Background: an optimization exercise with open tools, aiming at small area, a short achievable clock period and few clock cycles per item. Do not read the settings as production practice. The RTL was checked by simulation tests, not by an equivalence proof against the original design. Power and IR drop assume default switching activity.

===== flow/flow/run.sh =====
#!/bin/bash
set -euo pipefail
MARGIN=$(cat flow/margin.txt)
bash standard.sh SETUP_SLACK_MARGIN=$MARGIN \
  "BUFFER_PORTS_ARGS=-buffer_cell sky130_fd_sc_hd__buf_2" \
  "CTS_ARGS=-sink_clustering_enable -repair_clock_nets -dont_use_dummy_load -sink_clustering_size 25 -sink_clustering_max_diameter 120" \
  finish > flow_make.log 2>&1

===== flow/flow/margin.txt =====
6.75

===== flow/standard.sh =====
#!/bin/bash
# synth_recipe.tcl (not shown) runs the flow's synth.tcl, then flattens the netlist and writes it again
# the make line also repeats each setting of config.mk as NAME=value (left out here)
make -C /OpenROAD-flow-scripts/flow DESIGN_CONFIG=/design/flow/config.mk WORK_HOME=/design/flow/orfs CLKGATE_MAP_FILE= SYNTH_SCRIPT=/design/flow/synth_recipe.tcl "${@:-finish}"

===== flow/config.mk =====
export PLATFORM = sky130hd
export DESIGN_NAME = ssp_xform
export DESIGN_NICKNAME = ssp_xform
export VERILOG_FILES = /design/flow/design.v
export SDC_FILE = /design/flow/constraint.sdc
export NUM_CORES = 4
export LEC_CHECK = 0
export ABC_CLOCK_PERIOD_IN_PS = 3000
export CAP_MARGIN = 20
export CORE_MARGIN = 2
export CORE_UTILIZATION = 60
export SLEW_MARGIN = 20

===== flow/constraint.sdc =====
create_clock -name core_clock -period 10.0 [get_ports {clk}]
set_input_delay 2.0000 -clock core_clock [delete_from_list [all_inputs] [get_ports {clk}]]
set_output_delay 2.0000 -clock core_clock [all_outputs]
set_load 0.01 [all_outputs]

===== flow/design.v =====
module ssp_xform (
    input  wire        clk,
    input  wire        rst,
    input  wire        cfg_we,
    input  wire [7:0]  cfg_addr,
    input  wire [15:0] cfg_wdata,
    input  wire        cmd_valid,
    output wire        cmd_ready,
    input  wire [63:0] cmd_word,
    output wire        mem_en,
    output wire [14:0] mem_addr,
    input  wire [7:0]  mem_rdata,
    output reg         res_valid,
    input  wire        res_ready,
    output reg  [31:0] res_data,
    output wire [3:0]  res_err
);
    localparam AW = 15;
    reg [AW-1:0]   amask;
    reg [AW:0]     bussize;
    reg [AW:0]     srclen;
    reg            dshare;
    reg [5:0]      gsh;
    reg [4*AW-1:0] aord;     
    reg [3*8-1:0]  dord;     
    reg [3*8-1:0]  eord;
    reg [5*32-1:0] gord;     
    always @(posedge clk) begin
        if (cfg_we) begin
            case (cfg_addr)
                8'h10: amask   <= cfg_wdata[AW-1:0];
                8'h11: bussize <= cfg_wdata[AW:0];
                8'h12: srclen  <= cfg_wdata[AW:0];
                8'h13: dshare  <= cfg_wdata[0];
                8'h16: gsh     <= 6'd32 - cfg_wdata[5:0];
                default: ;
            endcase
        end
    end
    genvar k;
    generate
        for (k = 0; k < AW; k = k + 1) begin : g_aord_wr
            always @(posedge clk)
                if (cfg_we && cfg_addr == 8'h20 + k)
                    aord[4*k +: 4] <= cfg_wdata[3:0];
        end
        for (k = 0; k < 8; k = k + 1) begin : g_dord_wr
            always @(posedge clk) begin
                if (cfg_we && cfg_addr == 8'h40 + k)
                    dord[3*k +: 3] <= cfg_wdata[2:0];
                if (cfg_we && cfg_addr == 8'h48 + k)
                    eord[3*k +: 3] <= cfg_wdata[2:0];
            end
        end
        for (k = 0; k < 32; k = k + 1) begin : g_gord_wr
            always @(posedge clk)
                if (cfg_we && cfg_addr == 8'h60 + k)
                    gord[5*k +: 5] <= cfg_wdata[4:0];
        end
    endgenerate
    reg  s_full;
    reg  rdy_q;
    wire go = !s_full;
    assign cmd_ready = rdy_q;
    wire [7:0] w_op  = cmd_word[7:0];
    wire [1:0] w_sel = cmd_word[9:8];
    wire w_rsv8  = |cmd_word[31:10];
    wire w_perm  = (w_op == 8'h10) && !w_rsv8;
    wire w_memop = (w_op[7:1] == 7'h10);
    wire w_mem   = w_memop && !w_rsv8 && (w_sel == 2'd0);
    reg        a_valid;
    reg        a_vmem;       
    reg        a_perm;       
    reg        a_mem;        
    reg [1:0]  a_sel;
    reg        a_isd;        
    reg        a_ise;
    reg        a_op0;
    reg [31:0] a_x;
    always @(posedge clk) begin
        if (rst) begin
            a_valid <= 1'b0;
            a_vmem  <= 1'b0;
        end else if (go) begin
            a_valid <= cmd_valid && rdy_q;
            a_vmem  <= cmd_valid && rdy_q && w_mem;
        end
        if (go) begin
            a_perm  <= w_perm;
            a_mem   <= w_mem;
            a_sel   <= w_sel;
            a_isd   <= (w_sel == 2'd1);
            a_ise   <= (w_sel == 2'd2);
            a_op0   <= w_op[0];
            a_x     <= {cmd_word[63:32+AW],
                        cmd_word[32+AW-1:32] ^ (amask & {AW{w_memop}})};
        end
    end
    wire a_isg = !(a_isd || a_ise);
    wire [AW-1:0] pa;
    wire [31:0]   gb;
    generate
        for (k = 0; k < AW; k = k + 1) begin : g_abank
            wire [15:0] xv = {1'b0, a_x[AW-1:0]};
            assign pa[k] = xv[aord[4*(14-k) +: 4]];
        end
        for (k = 0; k < 32; k = k + 1) begin : g_gbank
            wire [4:0] idx;
            if (k < 8) begin : g_de
                assign idx = ({5{a_isg}} & gord[5*(31-k) +: 5]) |
                             ({5{a_isd}} & {2'b0, dord[3*(7-k) +: 3]}) |
                             ({5{a_ise}} & {2'b0, eord[3*(7-k) +: 3]});
            end else begin : g_g
                assign idx = gord[5*(31-k) +: 5];
            end
            assign gb[k] = a_x[idx];
        end
    endgenerate
    wire oor  = (|a_x[31:16]) || ({a_x[15], a_x[AW-1:0] ^ amask} >= bussize);
    wire [15:0] ph_g0 = {1'b0, pa & ~srclen[AW-1:0]};
    wire [15:0] ph_e0 = {~srclen[AW], ~(pa ^ srclen[AW-1:0])};
    wire [7:0]  ph_g1, ph_e1;
    wire [3:0]  ph_g2, ph_e2;
    wire [1:0]  ph_g3, ph_e3;
    generate
        for (k = 0; k < 8; k = k + 1) begin : g_ph1
            assign ph_g1[k] = ph_g0[2*k+1] | (ph_e0[2*k+1] & ph_g0[2*k]);
            assign ph_e1[k] = ph_e0[2*k+1] & ph_e0[2*k];
        end
        for (k = 0; k < 4; k = k + 1) begin : g_ph2
            assign ph_g2[k] = ph_g1[2*k+1] | (ph_e1[2*k+1] & ph_g1[2*k]);
            assign ph_e2[k] = ph_e1[2*k+1] & ph_e1[2*k];
        end
        for (k = 0; k < 2; k = k + 1) begin : g_ph3
            assign ph_g3[k] = ph_g2[2*k+1] | (ph_e2[2*k+1] & ph_g2[2*k]);
            assign ph_e3[k] = ph_e2[2*k+1] & ph_e2[2*k];
        end
    endgenerate
    wire phys = ph_g3[1] | (ph_e3[1] & (ph_g3[0] | ph_e3[0]));
    reg          b_valid;
    reg          b_fetch;      
    reg [AW-1:0] b_pa;         
    reg [AW-1:0] b_lo;         
    reg [31:AW]  b_hi;         
    reg          b_km;         
    reg          b_ka;         
    reg          b_kd;
    reg          b_kg;
    reg          b_oor;
    reg          b_use_e;
    always @(posedge clk) begin
        if (rst) begin
            b_valid <= 1'b0;
            b_fetch <= 1'b0;
        end else if (go) begin
            b_valid <= a_valid;
            b_fetch <= a_vmem && !oor && !phys;
        end
        if (go) begin
            b_pa    <= pa;
            b_lo    <= a_mem ? a_x[AW-1:0] : gb[AW-1:0];
            b_hi    <= a_mem ? a_x[31:AW]  : gb[31:AW];
            b_km    <= a_mem;
            b_ka    <= a_perm && a_sel == 2'd0;
            b_kd    <= a_perm && (a_sel == 2'd1 || (a_sel == 2'd2 && !dshare));
            b_kg    <= a_perm && a_sel == 2'd3;
            b_oor   <= oor;
            b_use_e <= a_op0 && !dshare;
        end
    end
    assign mem_en   = b_fetch;
    assign mem_addr = b_pa;
    wire [31:0] b_g     = {b_hi, b_lo} >> gsh;
    wire [31:0] b_data  = ({32{b_km}} & {b_hi, b_lo ^ amask}) |
                          ({32{b_ka}} & {17'd0, b_pa}) |
                          ({32{b_kd}} & {24'd0, b_lo[7:0]}) |
                          ({32{b_kg}} & b_g);
    reg        c_valid;
    reg        c_fetch;      
    reg        c_fresh;      
    reg        c_use_e;
    reg [1:0]  c_err;
    reg [31:0] c_data;
    wire [7:0] dx;
    generate
        for (k = 0; k < 8; k = k + 1) begin : g_dperm
            wire [2:0] di = c_use_e ? eord[3*(7-k) +: 3] : dord[3*(7-k) +: 3];
            assign dx[k] = mem_rdata[di];
        end
    endgenerate
    wire c_fix = c_fresh && c_fetch && !go;
    always @(posedge clk) begin
        if (rst) begin
            c_valid <= 1'b0;
            c_fetch <= 1'b0;
            c_fresh <= 1'b0;
        end else if (go) begin
            c_valid <= b_valid;
            c_fetch <= b_fetch;
            c_fresh <= 1'b1;
        end else begin
            c_fresh <= 1'b0;
            if (c_fix) c_fetch <= 1'b0;
        end
        if (go) begin
            c_use_e <= b_use_e;
            c_err   <= (b_ka || b_kd || b_kg) ? 2'd0 :
                       !b_km   ? 2'd3 :
                       b_oor   ? 2'd1 :
                       !b_fetch ? 2'd2 : 2'd0;
            c_data  <= b_data;
        end else if (c_fix) begin
            c_data  <= {24'd0, dx};
        end
    end
    wire [31:0] c_res_data = c_fetch ? {24'd0, dx} : c_data;
    wire [2:0]  c_res_err  = {c_err != 2'd0, c_err == 2'd3, c_err == 2'd2};
    reg [2:0]  r_err;
    reg [31:0] s_data;
    reg [2:0]  s_err;
    assign res_err = {1'b0, r_err};
    wire take = res_valid && res_ready;
    always @(posedge clk)
        rdy_q <= s_full ? take : (!res_valid || take || !c_valid);
    always @(posedge clk) begin
        if (rst) begin
            res_valid <= 1'b0;
            s_full    <= 1'b0;
        end else if (s_full) begin
            if (take) s_full <= 1'b0;
        end else begin
            if (!res_valid || take)
                res_valid <= c_valid;
            else if (c_valid)
                s_full <= 1'b1;
        end
        if (s_full) begin
            if (take) begin
                res_data <= s_data;
                r_err    <= s_err;
            end
        end else if (!res_valid || take) begin
            res_data <= c_res_data;
            r_err    <= c_res_err;
        end
        if (go) begin
            s_data <= c_res_data;
            s_err  <= c_res_err;
        end
    end
endmodule

==> qor.csv, run 1 <==
metric,value,unit
CP Cell Sequence,buf_2 > nor2b_1 > nand2_1 > nor2_2,
initial antenna violation count,4,
top_reg_cell synth,edfxtp_1,
Post-Route WL,107000,µm
"slowest stage delay, CP",0.56,ns
RSZ-0062 raised after global routing,yes,
CTS buffer count,25,
fin util,64.6,%
CP Max Fanout,7,
vias in the first global route,23484,
fraction of registers with async set/reset,0,%
leading area contributor after synthesis,edfxtp_1,
IO Pins,155,
Max-slew headroom,27.2,%
PwrDens,119,nW/µm²
DRC viols,0,
vias per cell,7.59,
die footprint,57300,µm²
clk slew on worst S/H paths,0.09,ns
Final Hold Vio Count,0,
status,timing/DRC/antenna clean,
H-Tree Depth,1,
CTS tree,yes,
die width,239,µm
slowest stage cell on the critical path,nand2_1,
Yosys warnings,1,
clock latency (worst-skew pair),0.61,ns
Antenna Nets Post-Route,0,
"Arr. time, crit path",3.59,ns
Max clock buf depth,3,
n_diodes,0,
distinct cell type count after synthesis,73,
layout cell share with drive strength beyond 1,30.0,%
gp weighted congestion,0.977,
number of synthesized flops with an enable pin,519,
die span in y,239,µm
WS Path Type,input port to flop,
Core Box Area,54900,µm²
Mapped Nets,2585,
final worst path period need,3.35,ns
Least-Margin Pin Slew,1.09,ns
Final nets,2585,
"Largest delay share family, worst path",simple AND/OR/NAND/NOR gates,
DR vias,23951,
Yosys reg bits,529,
Setup-failing EPs final,0,
Root Driver,clkbuf_16,
largest net degree at the start of global routing,88,
syn avg cell area,13.5,µm²
Synth top area share,46.9,%
"Buf+Inv Stages, Crit Path",1,
DPL Wire Length,64600,µm
per-cell routed wire length,33.8,µm
hold crit path type,flop to flop,
sequential share of the synthesized area,47.5,%
first-pass GRT wire length,155000,µm
initial core utilization,60.5,%
# hold bufs at CTS,0,
Area Overhead vs Synth,6.71,%
period utilization,33.5,%
worst vdd ir,0.126,mV
clk sink count,529,
detailed router's first-iteration violation count,3044,
Max Cap Viol,0,
grt total ovfl,0,
WP data required,10.24,ns
max-slew violations,0,
Startpoint Class,input port,
first drt pass iteration count,6,
Fmax,0.299,GHz
synth top area cells,"edfxtp_1 (47%), mux4_2 (23%), mux2i_1 (4.9%)",
Syn Inst Count,2452,
"Cell Area, Synth",33200,µm²
IO buf count,153,
critical path capture point type,flop,
total track usage,37.3,%
Cell Rows,86,
setup total negative slack,0,ns
Final Skew,0.0437,ns
leakage,12.5,nW
## area by class of cell
type	instances	area (µm²)
Inverter	62	238
Fill cell	4017	19400
Sequential cell	529	15800
Clock buffer	25	626
Multi-Input combinational cell	1594	16400
Tap cell	704	881
Timing Repair Buffer	240	1520
## placed cells by master, fill, tap and decap left out, types with 20 or more instances in the layout
cell type	n
nor2b_1	37
xor2_1	31
o21ai_0	82
buf_4	74
nor2_1	134
buf_2	150
nand2_1	140
a21oi_1	85
inv_1	59
a22o_1	22
nand3_1	63
o22ai_1	20
a22oi_1	54
mux2i_1	161
ha_1	32
o211ai_1	27
mux4_2	337
edfxtp_1	519
nor2_2	20
mux2_2	45
clkbuf_16	25
## cell families (layout without fill, tap and decap cells)
family                     Yosys count  in the layout  synth area share, %
AOI/OAI and AO/OA                  467            467                 9.51
xor gates and xnor gates            48             48                 1.27
other                                1              1               0.0113
muxes                              546            546                 29.3
and+or+nand+nor                    500            500                 7.24
DFF                                529            529                 47.5
buffers and inverters              329            327                 3.92
adders and majority gates           32             32                 1.21
## worst min-delay path, stage by stage, from the launching register on
cell and delay (ns):
dfxtp_1 0.32, nand2_1 0.06, a21oi_1 0.05
## path summary, 6_finish.rpt
kind | startpoint | to | slack (ns) | cells after the start
min | a_valid | a_valid | 0.47 | 2
min reg2reg | a_valid | a_valid | 0.47 | 2
max reg2reg | a_x[13] | b_fetch | 6.70 | 9
max | cfg_addr[1] | gsh[3] | 6.65 | 4
## sequential cells by signal, summed over array words and instances (netlist names), 15 cells and up
| register | cells |
|---|---|
| dord | 24 |
| s_data | 32 |
| a_x | 32 |
| c_data | 32 |
| res_data | 32 |
| amask | 15 |
| eord | 24 |
| srclen | 16 |
| b_pa | 15 |
| b_hi | 17 |
| b_lo | 15 |
| aord | 60 |
| bussize | 16 |
| gord | 160 |
## synthesized netlist by cell type (32+ instances only)
cell type and n:
edfxtp_1 519, mux4_2 337, clkbuf_1 225, mux2i_1 163, nor2_1 156, nand2_1 142, a21oi_1 92, o21ai_0 85
nand3_1 67, inv_1 60, a22oi_1 54, mux2_2 46, nor2b_1 37, ha_1 32
## per-layer routing
metal / GRT usage (%) / share of wire, % / up-vias / routed length [µm]
met5: 0 / 0.034 / - / 36
met4: 18.4 / 5.7 / 6 / 6090
met3: 10.2 / 13 / 396 / 14100
met2: 56.4 / 45 / 1937 / 48100
met1: 50.2 / 36 / 11851 / 38200
li1: - / - / 9761 / -
## power breakdown
part           leakage [nW]  internal [mW]  switching [mW]  total [mW]
clock network         0.308          0.447           0.667        1.11
logic                  6.96          0.242           0.373       0.615
registers              5.22           2.46          0.0343        2.49
total                  12.5           3.15            1.07        4.22
## repair_timing
action | CTS | global route
cloned | 0 | 0
setup buffers | 10 | 17
resized for setup | 21 | 45
pin swaps | 2 | 7
setup endpoints to repair | 77 | 185
## stage by stage
stage | instance area (µm²) | hold slack (ns) | setup WS [ns] | cells | power (mW)
finish | 35400 | 0.468 | 6.65 | 3154 | 4.22
detailed placement | 34300 | 0.457 | 5.77 | 3102 | 3.12
global route | 35400 | 0.487 | 6.63 | 3154 | 4.32
CTS | 35100 | 0.470 | 6.48 | 3137 | 4.21
floorplan | 33400 | 0.400 | 6.40 | 2452 | 2.89
global placement | 34300 | 0.450 | 5.80 | 3102 | 3.11
Testbench counts, summed over its fixed seeds: cycles 16,032, items 16,000.
==> run 2: changes to the inputs <==
--- a/flow/config.mk
+++ b/flow/config.mk
@@ -8,5 +8,5 @@
 export ABC_CLOCK_PERIOD_IN_PS = 3000
 export CAP_MARGIN = 20
 export CORE_MARGIN = 2
-export CORE_UTILIZATION = 60
+export CORE_UTILIZATION = 55
 export SLEW_MARGIN = 20
==> qor.csv, run 2 <==
metric,value,unit,change
Final Skew,0.0600,ns,+0.0163 ns
CTS tree,yes,,
layout cell share with drive strength beyond 1,30.2,%,+0.22 points
Largest register FFs,160,,unchanged
Fmax,0.293,GHz,-2.0%
"commonest non-fill, non-tap cell in the layout",edfxtp_1,,
hold crit path type,flop to flop,,
Setup-failing EPs final,0,,unchanged
Yosys reg bits,529,,unchanged
CP Max Fanout,7,,unchanged
worst vdd ir,0.141,mV,+12%
per-cell routed wire length,34.0,µm,+0.71%
number of synthesized flops with an enable pin,519,,unchanged
Least-Margin Pin Slew,0.957,ns,-0.134 ns
Max-slew headroom,34.5,%,+7.3 points
Final Hold Vio Count,0,,unchanged
Max Cap Viol,0,,unchanged
WS Path Type,input port to flop,,
distinct cell type count after synthesis,73,,unchanged
status,timing/DRC/antenna clean,,
Startpoint Class,input port,,
PwrDens,119,nW/µm²,about the same
die width,250,µm,+4.4%
DR vias,23956,,+0.021%
vias in the first global route,23154,,-1.4%
first drt pass iteration count,9,,+3
Final Non-Filler Cells,3246,,+2.9%
largest net degree at the start of global routing,100,,+14%
"count leader, synth",edfxtp_1,,
die footprint,62400,µm²,+8.9%
"top cells by count, synth","edfxtp_1 (519), mux4_2 (337), clkbuf_1 (225), mux2i_1 (163), nor2_1 (156)",,
Antenna Nets Post-Route,0,,unchanged
most frequent cells in the layout,"edfxtp_1 (519), mux4_2 (337), mux2i_1 (161)",,
Root Driver,clkbuf_16,,
slowest stage cell on the critical path,nand3_1,,
Fillers,4624,,+15%
detailed router's first-iteration violation count,3452,,+13%
DPL Wire Length,65400,µm,+1.3%
clk sink count,529,,unchanged
total track usage,34.4,%,-2.8 points
die span in y,250,µm,+4.4%
synth top area cells,"edfxtp_1 (47%), mux4_2 (23%), mux2i_1 (4.9%)",,
register area,15800,µm²,unchanged
top_reg_cell synth,edfxtp_1,,
fraction of registers with async set/reset,0,%,unchanged
sequential share of the synthesized area,47.5,%,unchanged
Max clock buf depth,3,,unchanged
Yosys warnings,1,,unchanged
initial core utilization,55.3,%,-5.2 points
critical path capture point type,flop,,
Final nets,2597,,+0.46%
first-pass GRT wire length,158000,µm,+1.7%
top flop regs,"gord x160, aord x60",,
setup total negative slack,0,ns,unchanged
final hold slack,0.471,ns,+0.00324 ns
Post-Route WL,110000,µm,+3.6%
H-Tree Depth,1,,unchanged
Cell Rows,90,,+4.7%
Multi-input gate area,16400,µm²,-0.11%
CP Cell Sequence,buf_2 > nor2b_1 > nand3_1 > nor2_2,,
period utilization,34.1,%,+0.67 points
clk slew on worst S/H paths,0.10,ns,about the same
"Most flops, register",gord,,
grt total ovfl,0,,unchanged
leakage,12.6,nW,+0.80%
final worst path period need,3.41,ns,+0.0666 ns
Core Box Area,60000,µm²,+9.4%
"Largest delay share family, worst path",simple AND/OR/NAND/NOR gates,,
Area Overhead vs Synth,7.56,%,
Finished Cell Area,35700,µm²,+0.80%
IO buf count,153,,unchanged
Area after DPL,34400,µm²,+0.15%
vias per cell,7.38,,-2.8%
Synth top area share,46.9,%,unchanged
"Buf+Inv Stages, Crit Path",1,,unchanged
syn avg cell area,13.5,µm²,unchanged
gp weighted congestion,0.949,,-2.9%
R2R setup slack,6.66,ns,-0.04 ns
CTS buffer count,25,,unchanged
RSZ-0062 raised after global routing,yes,,
leading area contributor after synthesis,edfxtp_1,,
"slowest stage delay, CP",0.58,ns,+0.02 ns
"Arr. time, crit path",3.63,ns,+0.04 ns
clock latency (worst-skew pair),0.62,ns,about the same
Mapped Nets,2585,,unchanged
max-slew violations,0,,unchanged
initial antenna violation count,3,,-1
placed cells,3174,,+2.3%
"Cell Area, Synth",33200,µm²,unchanged
Tot Pwr,4.26,mW,+0.83%
WP data required,10.21,ns,-0.03 ns
DRC viols,0,,unchanged
IO Pins,155,,unchanged
Syn Inst Count,2452,,unchanged
-- run 2: cell counts after synthesis --
Identical to the previous run, type by type.
-- run 2: kinds of logic after synthesis --
family | share of synthesized area, %
muxes | 29.3
DFF | 47.5
and+or+nand+nor | 7.24
AOI/OAI and AO/OA | 9.51
buffers and inverters | 3.92
xor gates and xnor gates | 1.27
adders and majority gates | 1.21
other | 0.0113
-- run 2: through the flow --
stage | utilization (%) | setup slack, ns
after floorplan | - | 6.40
after global placement | 57.3 | 5.86
after detailed placement | 57.3 | 5.80
after CTS | 58.7 | 6.46
after global routing | 59.5 | 6.61
final | 59.5 | 6.59
-- run 2: tightest hold or removal path: cells and delay by family, from the launching register on --
kind | cells | cell delay [ns]
simple gates | 1 | 0.06
flops | 1 | 0.32
compound gates | 1 | 0.05
-- run 2: repair_timing --
item                                    in CTS  in global routing
pin swaps                                    4                  7
endpoints found under the setup margin      86                180
setup buffers                               13                 28
resized for setup                           23                 71
hold buffers                                 0                  0
cloned                                       0                  4
-- run 2: final timing paths --
check	start	to	cells after the start
max reg2reg	a_x[12]	b_fetch	9
max	cfg_addr[2]	aord[28]	4
min reg2reg	a_valid	a_valid	2
min	a_valid	a_valid	2
-- run 2: report_power, final --
group | switching [mW] | internal, mW | total (mW)
combinational | 0.379 | 0.250 | 0.629
clock | 0.684 | 0.447 | 1.13
sequential | 0.0374 | 2.46 | 2.50
-- run 2: final cells by class --
| class | count | share of cell area, % |
|---|---|---|
| Tap cell | 782 | 2.74 |
| Multi-Input combinational cell | 1594 | 45.8 |
| Antenna cell | 2 | 0.0140 |
| Timing Repair Buffer | 252 | 4.82 |
| Clock buffer | 25 | 1.75 |
| Sequential cell | 529 | 44.2 |
| Inverter | 62 | 0.665 |
-- run 2: layer usage --
layer | global-route usage [%] | wire length, µm | vias up
met4 | 14.7 | 5380 | 4
li1 | - | - | 9814
met5 | 0.309 | 23 | -
met3 | 6.68 | 13400 | 313
met1 | 48.3 | 41600 | 12053
met2 | 53.1 | 50000 | 1772

static timing again, ports no longer ideal:
In the flow no input, the clock included, has a driving cell. The finished layouts below were timed again as built, in two steps. Step 1 sets driving cells, clkbuf_16 on the clock port and buf_2 on the other inputs (assumed; they add their load-dependent delay and slew). Step 2 times the ports against the registers' clock, not the clock port: input delays grow and output delays shrink by t, the midpoint of the rising clock arrivals with the driver on. Three values: no drivers, after step 1, after step 2; two values: the first two.
run	t (ns)	setup WS [ns]	slew at the worst register clock pin (ns)
run 1	0.649	6.655 / 6.629 / 6.017	0.11 / 0.11
run 2	0.659	6.588 / 6.608 / 5.974	0.11 / 0.11
After both steps setup and hold are still met in every run listed. The setup slack of run 1, which loses most, moves by -0.026 ns with the drivers and by -0.638 ns with both steps.
